Background: an optimization exercise with open tools, aiming at small area. Do not read the settings as production practice.

==> v22: inputs <==
Design rgbvm_core, start of the top module:
module rgbvm_core (
    input  wire        clk,
    input  wire        rst,
    input  wire        start,
    input  wire [31:0] entry_ip,
    input  wire [16:0] entry_sp,
    input  wire [16:0] stack_top,
    input  wire [16:0] stack_low,
    input  wire        budget_en,
    input  wire [31:0] budget,
    output wire        busy,
    output reg         done,
    output wire [2:0]  status,
    output wire [31:0] res_ip,
    output wire [16:0] res_sp,
    output wire [31:0] res_count,
    output reg         mem_en,
    output reg         mem_we,
    output wire [15:0] mem_addr,
    output wire [7:0]  mem_wdata,
    input  wire [7:0]  mem_rdata,
    output wire        call_req,
    output wire [7:0]  call_id,
    output wire [16:0] call_sp,
    input  wire        call_ack,
    input  wire        call_ok,
    output wire        out_req,
    output wire [7:0]  out_data,
    input  wire        out_ack,
    input  wire        out_ok
);
    localparam [2:0] ST_HALTED    = 3'd0;
    localparam [2:0] ST_INVALIDOP = 3'd1;
    localparam [2:0] ST_OVERFLOW  = 3'd2;
    localparam [2:0] ST_UNDERFLOW = 3'd3;
    localparam [2:0] ST_DIVZERO   = 3'd4;
    localparam [2:0] ST_INVCALL   = 3'd5;
    localparam [2:0] ST_OOB       = 3'd6;
    localparam [2:0] ST_YIELDED   = 3'd7;
  ...
export LEC_CHECK = 0
export ABC_AREA = 1
export CAP_MARGIN = 20
export CORE_MARGIN = 2
export CORE_UTILIZATION = 40
export SLEW_MARGIN = 20
create_clock -name core_clock -period 9.5 [get_ports {clk}]
standard.sh (not shown) runs the stock make flow with config.mk's settings and CLKGATE_MAP_FILE= SYNTH_SCRIPT=/design/flow/synth_recipe.tcl, a recipe that flattens the netlist after the stock synthesis.
==> flow/flow/run.sh <==
#!/bin/bash
# The standard layout with three changes: port buffers from the smallest
# buffer cell, a clock tree of clkbuf_8 without dummy loads, and the
# floorplan's combinational cells set to their smallest drive strength before
# placement (the later repair steps size up what timing needs).
set -euo pipefail
export BUFFER_PORTS_ARGS="-buffer_cell sky130_fd_sc_hd__buf_1"
export CTS_ARGS="-sink_clustering_enable -repair_clock_nets -dont_use_dummy_load -buf_list sky130_fd_sc_hd__clkbuf_8 -sink_clustering_size 30 -sink_clustering_max_diameter 250"
bash standard.sh floorplan > standard_floorplan.log 2>&1
export DS_DB="orfs/results/${FLOW_PLATFORM}/rgbvm_core/base/2_floorplan.odb"
export DS_DONT_USE="$(make -s -f - print-dont-use <<'MK' 2>/dev/null || true
include config.mk
print-dont-use: ; @echo $(DONT_USE_CELLS)
MK
)"
openroad -no_init -exit flow/downsize.tcl > downsize.log 2>&1
bash standard.sh finish > standard_finish.log 2>&1
==> flow/flow/downsize.tcl <==
# Swap each combinational cell of the floorplan for the smallest cell of its
# family (same function and pins, lower drive strength). Flip-flops, clock
# cells and tap cells keep their masters. Later repair steps size cells up
# again where timing, slew or capacitance call for it.
read_db $::env(DS_DB)
set db [ord::get_db]
set block [ord::get_db_block]
set dont_use [split $::env(DS_DONT_USE)]
set swapped 0
set saved 0
foreach inst [$block getInsts] {
    set master [$inst getMaster]
    set name [$master getName]
    if {![regexp {^(sky130_fd_sc_hd__[a-z0-9]+)_([0-9]+)$} $name -> base drive]} {
        continue
    }
    if {[regexp {__(df|edf|sdf|dl|sdl|clk|tap|fill|decap|conb|diode|lpflow|probe)} $base]} {
        continue
    }
    set best $master
    foreach d {0 1 2 4} {
        set cand [$db findMaster ${base}_$d]
        if {$cand == "NULL" || $cand eq ""} { continue }
        if {[lsearch -exact $dont_use [$cand getName]] >= 0} { continue }
        if {[$cand getWidth] < [$best getWidth]} { set best $cand }
    }
    if {$best ne $master} {
        incr saved [expr {[$master getWidth] - [$best getWidth]}]
        $inst swapMaster $best
        incr swapped
    }
}
puts "downsize: swapped $swapped cells, width saved $saved dbu"
write_db $::env(DS_DB)
==> v28 (differences from v22) <==
--- a/flow/design.v
+++ b/flow/design.v
@@ -79,20 +79,20 @@
     reg [31:0] count;
     reg [6:0]  op;        
     reg [31:0] R;
     reg [2:0]  i;         
     reg        ph;        
     wire [4:0] k = ip[21:17];
     reg        c;         
     reg        z;         
-    wire       pm = ip[22];    
-    wire       fa = ip[23];    
-    wire       fb = ip[24];    
-    wire       mb = ip[25];    
+    reg        pm;        
+    reg        fa;        
+    reg        fb;        
+    reg        mb;        
     assign res_ip    = ip;
     assign res_sp    = sp;
     assign res_count = count;
     assign busy      = !(state[4] && state[3]);
     assign status    = state[2:0];
     function op_valid(input [7:0] o);
         case (o)
             OP_NOOP, OP_PUSH, OP_POP, OP_PC8, OP_PC16, OP_PC32, OP_DUP, OP_SWAP,
@@ -107,38 +107,16 @@
     function [2:0] op_len(input [7:0] o);
         case (o)
             OP_PUSH, OP_POP, OP_POP8, OP_PUSH8, OP_PC16: op_len = 3'd3;
             OP_PC8, OP_ADD8, OP_JRNZ, OP_JRZ, OP_JR, OP_CALL: op_len = 3'd2;
             OP_PC32: op_len = 3'd5;
             default: op_len = 3'd1;
         endcase
     endfunction
-    function [18:0] add18(input [17:0] a, input [17:0] b, input ci);    
-        integer n;
-        reg cy;
-        begin
-            cy = ci;
-            for (n = 0; n < 18; n = n + 1) begin
-                add18[n] = a[n] ^ b[n] ^ cy;
-                cy = (a[n] & b[n]) | (cy & (a[n] ^ b[n]));
-            end
-            add18[18] = cy;
-        end
-    endfunction
-    function lt17(input [16:0] a, input [16:0] b);
-        integer n;
-        reg l;
-        begin
-            l = 1'b0;
-            for (n = 0; n < 17; n = n + 1)
-                l = (~a[n] & b[n]) | (~(a[n] ^ b[n]) & l);
-            lt17 = l;
-        end
-    endfunction
     wire [7:0] opc = {1'b0, op};
     wire is_bin = (opc == OP_SWAP) || (opc == OP_ADD) || (opc == OP_SUB) ||
                   (opc == OP_MUL) || (opc == OP_DIV) || (opc == OP_MOD) ||
                   (opc == OP_EQ) || (opc == OP_NEQ) || (opc == OP_LT) ||
                   (opc == OP_BT) || (opc == OP_LTE) || (opc == OP_BTE);
     wire need1  = (opc == OP_POP) || (opc == OP_POP8) || (opc == OP_CONS) ||
                   (opc == OP_DUP) || (opc == OP_INV) || (opc == OP_ABS) ||
                   (opc == OP_ADD8) || (opc == OP_JRNZ) || (opc == OP_JRZ) ||
@@ -148,30 +126,28 @@
     wire pops   = (opc == OP_POP) || (opc == OP_POP8) || (opc == OP_CONS) ||
                   (opc == OP_OUT) || (opc == OP_JRNZ) || (opc == OP_JRZ) ||
                   (is_bin && opc != OP_SWAP);
     wire is_div = (opc == OP_DIV) || (opc == OP_MOD);
     wire [2:0]  len = op_len(opc);
     wire [15:0] ea  = R[31:16];
     wire        chk_doob  = ((opc == OP_PUSH) || (opc == OP_POP)) && (&ea[15:2]) && (ea[1:0] != 2'b00);
     wire        via_ea    = (opc == OP_PUSH) || (opc == OP_POP) || (opc == OP_PUSH8) || (opc == OP_POP8);
-    wire [18:0] ea_ds = add18({15'd0, ea[2:0]}, {15'd0, ~sp[2:0]}, 1'b1);
-    wire [2:0]  ea_d = ea_ds[2:0];
+    wire [2:0]  ea_d = ea[2:0] - sp[2:0];
     wire        bwd  = (opc == OP_POP) ? (ea_d == 3'd1 || ea_d == 3'd2 || ea_d == 3'd3)
                                        : (ea_d == 3'd5 || ea_d == 3'd6 || ea_d == 3'd7);
     localparam [2:0] A_0 = 3'd0, A_R = 3'd1, A_SH = 3'd2, A_S8 = 3'd3, A_LEN = 3'd4, A_M = 3'd5,
                      A_SIN = 3'd6;
     localparam [2:0] B_0 = 3'd0, B_M = 3'd1, B_SIN = 3'd2, B_IP = 3'd3, B_CNT = 3'd4;
     reg  [2:0] asel, bsl;
     reg        ia, ib;
     reg  [7:0] a_v, b_v;
     wire       i0 = (i[1:0] == 2'd0);
-    wire [7:0] sin_idx = {mem_rdata[7] ^ (mem_rdata[6] & op[0]), mem_rdata[6] ^ op[0], mem_rdata[5:0]};
-    wire [18:0] sin_ng = add18({12'd0, ~sin_idx[5:0]}, 18'd0, 1'b1);
-    wire [5:0] sin_m   = sin_idx[6] ? sin_ng[5:0] : sin_idx[5:0];
+    wire [7:0] sin_idx = {mem_rdata[7:6] + {1'b0, op[0]}, mem_rdata[5:0]};
+    wire [5:0] sin_m   = sin_idx[6] ? (6'd0 - sin_idx[5:0]) : sin_idx[5:0];
     wire       sin_64  = sin_idx[6] && (sin_idx[5:0] == 6'd0);
     wire       sin_h   = sin_idx[7] && (sin_idx[6:0] != 7'd0);
     wire [4:0] sin_e;
     rgbvm_sin_e u_sin (.m(sin_m), .e(sin_e));
     reg        cx;
     always @(*) begin
         case (asel)
             A_R:     a_v = R[7:0];
@@ -185,18 +161,17 @@
         case (bsl)
             B_M:     b_v = mem_rdata;
             B_SIN:   b_v = !i0 ? 8'd0 : sin_64 ? 8'hFF : {3'd0, sin_e};
             B_IP:    b_v = ip[7:0];
             B_CNT:   b_v = count[7:0];
             default: b_v = 8'd0;
         endcase
     end
-    wire [18:0] alu_s = add18({10'd0, a_v ^ {8{ia}}}, {10'd0, b_v ^ {8{ib}}}, c | cx);
-    wire [8:0] alu   = alu_s[8:0];
+    wire [8:0] alu   = {1'b0, a_v ^ {8{ia}}} + {1'b0, b_v ^ {8{ib}}} + {8'd0, c | cx};
     wire [7:0] alu_o = alu[7:0];
     wire       alu_c = alu[8];
     wire lt_n = (mem_rdata[7] != R[7]) ? mem_rdata[7] : alu_o[7];
     wire z_n  = z && (alu_o == 8'd0);
     reg  cmp_res;
     always @(*) begin
         case (opc)
             OP_EQ:   cmp_res = z_n;
@@ -204,38 +179,32 @@
             OP_LT:   cmp_res = lt_n;
             OP_BT:   cmp_res = !lt_n && !z_n;
             OP_LTE:  cmp_res = lt_n || z_n;
             default: cmp_res = !lt_n;
         endcase
     end
     wire taken = (opc == OP_JR) || (opc == OP_JRNZ && !z) || (opc == OP_JRZ && z);
     wire [7:0] bud = budget[8*i[1:0] +: 8];
-    wire       ip_dn = (state == S_IPB) && R[31];
-    wire [1:0] ip_up = (alu_c == ip_dn) ? {ip[31], ip[16]} :
-                       alu_c ? {ip[16], !ip[16]} : {!ip[16], !ip[16]};
+    wire [1:0] ip_up = {ip[31], ip[16]} + {1'b0, alu_c} - {1'b0, (state == S_IPB) && R[31]};
     wire last = (i[1:0] == 2'd3);
-    wire [2:0] i_inc = {i[2] ^ (i[1] & i[0]), i[1] ^ i[0], ~i[0]};
-    wire [18:0] k_ds = add18({13'd0, k}, 18'h3FFFF, 1'b0);
-    wire [4:0] k_dec = k_ds[4:0];
     assign call_req = (state == S_HOST) && (opc == OP_CALL);
     assign out_req  = (state == S_HOST) && (opc == OP_OUT);
     assign call_id  = R[31:24];
     assign out_data = R[31:24];
     assign call_sp  = sp;
     assign mem_wdata = alu_o;
     reg        b_ip, nos, spo;
     reg [1:0]  oj;
     wire [3:0]  off  = spo ? {room, 3'b100} :
                        (state == S_OPND) ? {1'b0, i} : {1'b0, nos, oj};
-    wire [18:0] adr_s = add18(b_ip ? {2'b00, ip[15:0]} : {1'b0, sp}, {{14{off[3]}}, off}, 1'b0);
-    wire [17:0] adr   = adr_s[17:0];
+    wire [17:0] adr  = (b_ip ? {2'b00, ip[15:0]} : {1'b0, sp}) + {{14{off[3]}}, off};
     assign mem_addr = adr[15:0];
     wire        sp_eq     = (adr[16:2] == stack_top[16:2]);
-    wire        chk_under = room && (adr[17] || lt17(adr[16:0], stack_low));
+    wire        chk_under = room && (adr[17] || (adr[16:0] < stack_low));
     always @(*) begin
         mem_en = 1'b0;
         mem_we = 1'b0;
         b_ip   = 1'b0;
         spo    = 1'b0;
         nos    = is_bin;
         oj     = i[1:0];
         asel   = A_0;
@@ -251,17 +220,17 @@
                 nos    = 1'b0;
             end
             S_OPND: begin
                 mem_en = !ph;
                 b_ip   = 1'b1;
             end
             S_SEXT: begin
                 bsl = B_0;
-                ia  = R[31];
+                ia  = fa;
             end
             S_LD: begin
                 mem_en = !ph;
                 nos    = 1'b0;
             end
             S_RMW: begin
                 mem_en = 1'b1;
                 mem_we = ph;
@@ -424,24 +393,25 @@
                         state <= S_CHK;
                     else
                         state <= S_OPND;
                 end
                 S_OPND: begin
                     ph <= !ph;
                     if (ph) begin
                         shift_r;
-                        i  <= i_inc;
-                        if (i_inc == len)
+                        fa <= mem_rdata[7];
+                        i  <= i + 3'd1;
+                        if (i + 3'd1 == len)
                             state <= (opc == OP_PC8 || opc == OP_PC16) ? S_SEXT : S_CHK;
                     end
                 end
                 S_SEXT: begin
                     shift_r;
-                    i <= i_inc;
+                    i <= i + 3'd1;
                     if (i == 3'd4)
                         state <= S_CHK;
                 end
                 S_CHK: begin
                     if (need1 && sp_eq)
                         finish(ST_OVERFLOW);
                     else
                         state <= S_CHK2;
@@ -472,19 +442,18 @@
                     end
                 end
                 S_LD: begin
                     ph <= !ph;
                     if (ph) begin
                         if (opc != OP_JRNZ && opc != OP_JRZ)
                             shift_r;
                         if (mem_rdata != 8'd0) z <= 1'b0;
-                        if (is_div)
-                            ip[24] <= mem_rdata[7];
-                        i  <= i_inc;
+                        fb <= mem_rdata[7];
+                        i  <= i + 3'd1;
                         if (last || opc == OP_OUT) begin
                             case (opc)
                                 OP_OUT: state <= S_HOST;
                                 OP_JRNZ, OP_JRZ: pass(S_IPA, 1'b0);
                                 OP_SWAP: pass(S_COPY, 1'b0);
                                 OP_ADD: pass(S_RMW, 1'b0);
                                 OP_SUB: pass(S_RMW, 1'b1);
                                 OP_DIV, OP_MOD: begin
@@ -499,163 +468,163 @@
                                 end
                             endcase
                         end
                     end
                 end
                 S_SGN0: begin
                     ph <= !ph;
                     if (ph) begin
-                        ip[23] <= mem_rdata[7];
+                        fa <= mem_rdata[7];
                         pass(S_RMW, mem_rdata[7]);
                     end
                 end
                 S_SGN: begin
                     ph <= !ph;
                     if (ph) begin
-                        ip[25] <= mem_rdata[7];
-                        ip[22] <= (opc == OP_MUL) ? 1'b0 : mem_rdata[7];
+                        mb <= mem_rdata[7];
+                        pm <= (opc == OP_MUL) ? 1'b0 : mem_rdata[7];
                         if (opc == OP_MUL)
                             pass(S_MPASS, 1'b0);
                         else
                             pass(S_DTRY, !fb);
                     end
                 end
                 S_RMW: begin
                     ph <= !ph;
                     if (ph) begin
                         if (!(opc == OP_SIN || opc == OP_COS))
                             c <= alu_c;
                         if (opc == OP_ADD || opc == OP_SUB)
                             shift_r;
-                        i <= i_inc;
+                        i <= i + 3'd1;
                         if (last) begin
                             if (is_div && k == 5'd0)    
                                 pass(S_CLR, 1'b0);
                             else
                                 pass(S_IPA, 1'b0);
                         end
                     end
                 end
                 S_COPY: begin
                     ph <= !ph;
                     if (ph) begin
-                        i <= i_inc;
+                        i <= i + 3'd1;
                         if (last || opc == OP_POP8) begin
                             if (opc == OP_SWAP)
                                 pass(S_WR, 1'b0);
                             else if (via_ea)
                                 pass(S_XBK, 1'b0);
                             else
                                 pass(S_IPA, 1'b0);
                         end
                     end
                 end
                 S_WR: begin
                     c <= alu_c;
                     shift_r;
-                    i <= i_inc;
+                    i <= i + 3'd1;
                     if (last)
                         pass(S_IPA, 1'b0);
                 end
                 S_CMP: begin
                     ph <= !ph;
                     if (ph) begin
                         c <= alu_c;
                         shift_r;
                         z <= z_n;
-                        i <= i_inc;
+                        i <= i + 3'd1;
                         if (last)
                             pass(S_WR, cmp_res);
                     end
                 end
                 S_CLR: begin
                     shift_r;
-                    i <= i_inc;
+                    i <= i + 3'd1;
                     ip[21:17] <= 5'd31;
                     if (last)
                         pass(S_SGN, 1'b0);
                 end
                 S_MPASS, S_DTRY, S_DRST: begin
                     ph <= !ph;
                     if (ph) begin
                         c  <= alu_c;
-                        ip[22] <= R[7];
+                        pm <= R[7];
                         shift_r;
-                        i  <= i_inc;
+                        i  <= i + 3'd1;
                         if (last) begin
                             if (state == S_MPASS)
                                 pass(S_SHL, 1'b0);
                             else if (state == S_DTRY && !alu_c)
                                 pass(S_DRST, fb);
                             else
                                 pass(S_SHL, state == S_DTRY);
                         end
                     end
                 end
                 S_SHL: begin
                     ph <= !ph;
                     if (ph) begin
                         c <= alu_c;
-                        i <= i_inc;
+                        i <= i + 3'd1;
                         if (last) begin
-                            ip[21:17] <= k_dec;
+                            ip[21:17] <= k - 5'd1;
                             if (k == 5'd0) begin
                                 if (opc == OP_DIV)
                                     pass(S_RMW, fa ^ fb);
                                 else
                                     pass(S_WR, (opc == OP_MOD) && fa);
                             end else
                                 pass(S_SGN, 1'b0);
                         end
                     end
                 end
                 S_XCH: begin
                     shift_r;
                     ip[15:0] <= {alu_o, ip[15:8]};
-                    i <= i_inc;
+                    i <= i + 3'd1;
                     if (last)
                         pass(S_COPY, 1'b0);
                 end
                 S_XBK: begin
                     shift_r;
                     ip[15:0] <= {alu_o, ip[15:8]};
-                    i <= i_inc;
+                    i <= i + 3'd1;
                     if (i[0])
                         pass(S_IPA, 1'b0);
                 end
                 S_HOST: begin
                     if ((call_req && call_ack) || (out_req && out_ack)) begin
                         if ((call_req && call_ok) || (out_req && out_ok))
                             pass(S_IPA, 1'b0);
                         else
                             finish(ST_INVCALL);
                     end
                 end
                 S_IPA, S_IPB: begin
                     if (state == S_IPA && i == 3'd0 && pops)
                         sp <= adr[16:0];
                     ip[15:0] <= {alu_o, ip[15:8]};
                     c <= alu_c;
-                    i <= i_inc;
+                    i <= i + 3'd1;
                     if (i[0]) begin
                         ip[16]    <= ip_up[0];
                         ip[31:17] <= {15{ip_up[1]}};
                         if (state == S_IPA && taken)
                             pass(S_IPB, 1'b0);
                         else begin
                             pass(S_CNT, 1'b1);
                             z <= 1'b1;
                         end
                     end
                 end
                 S_CNT: begin
                     count <= {alu_o, count[31:8]};
                     c <= alu_c;
-                    i <= i_inc;
+                    i <= i + 3'd1;
                     if (alu_o != bud) z <= 1'b0;
                     if (last) begin
                         if (opc == OP_HALT)
                             finish(ST_HALTED);
                         else
                             state <= S_FETCH;
                     end
                 end
==> flow/flow/run.sh (replaced) <==
#!/bin/bash
# The standard layout with three changes: port buffers from the smallest
# buffer cell, a clock tree of clkbuf_8 without dummy loads, and the
# floorplan's combinational cells set to their smallest drive strength before
# placement (the later repair steps size up what timing needs).
set -euo pipefail
export BUFFER_PORTS_ARGS="-buffer_cell sky130_fd_sc_hd__buf_1"
export CTS_ARGS="-sink_clustering_enable -repair_clock_nets -dont_use_dummy_load -buf_list sky130_fd_sc_hd__clkbuf_8"
bash standard.sh floorplan > standard_floorplan.log 2>&1
export DS_DB="orfs/results/${FLOW_PLATFORM}/rgbvm_core/base/2_floorplan.odb"
export DS_DONT_USE="$(make -s -f - print-dont-use <<'MK' 2>/dev/null || true
include config.mk
print-dont-use: ; @echo $(DONT_USE_CELLS)
MK
)"
openroad -no_init -exit flow/downsize.tcl > downsize.log 2>&1
bash standard.sh finish > standard_finish.log 2>&1
==> run summary <==
v28 completed without violations. v22 finished but fails on setup timing. Count of clock-buffer cells in the layout is the same in v22 and v28. Synthesized area: v22 is lower than v28 (about 10%). Against v28, the core utilization of v22 is higher by 6.4 points. Of v22 and v28, v28 has the higher die area (gap about 10%, measured against v28).
No functional check of the RTL was part of any run of this note.

static timing again, ports no longer ideal:
Ports are ideal in the flow. The routed layouts listed here were re-timed in OpenROAD. Step 1 assumes that a clkbuf_16 drives the clock port and a buf_2 every other input. Step 2 times the ports against the registers' clock, not the clock port: input delays grow and output delays shrink by t, the midpoint of the rising clock arrivals with the driver on. Slacks: ideal / step 1 / step 2; pairs: ideal / step 1.
run	shift t [ns]	slack for setup (ns)	clock arrival spread, ns	slew at the worst register clock pin (ns)
v22	0.492	-0.454 / -0.500 / -0.175	0.026 / 0.026	0.09 / 0.09
v28	0.506	0.956 / 0.936 / 0.936	0.042 / 0.042	0.10 / 0.10
The setup slack of v28, which loses most, moves by -0.020 ns with the drivers and by -0.020 ns with both steps.
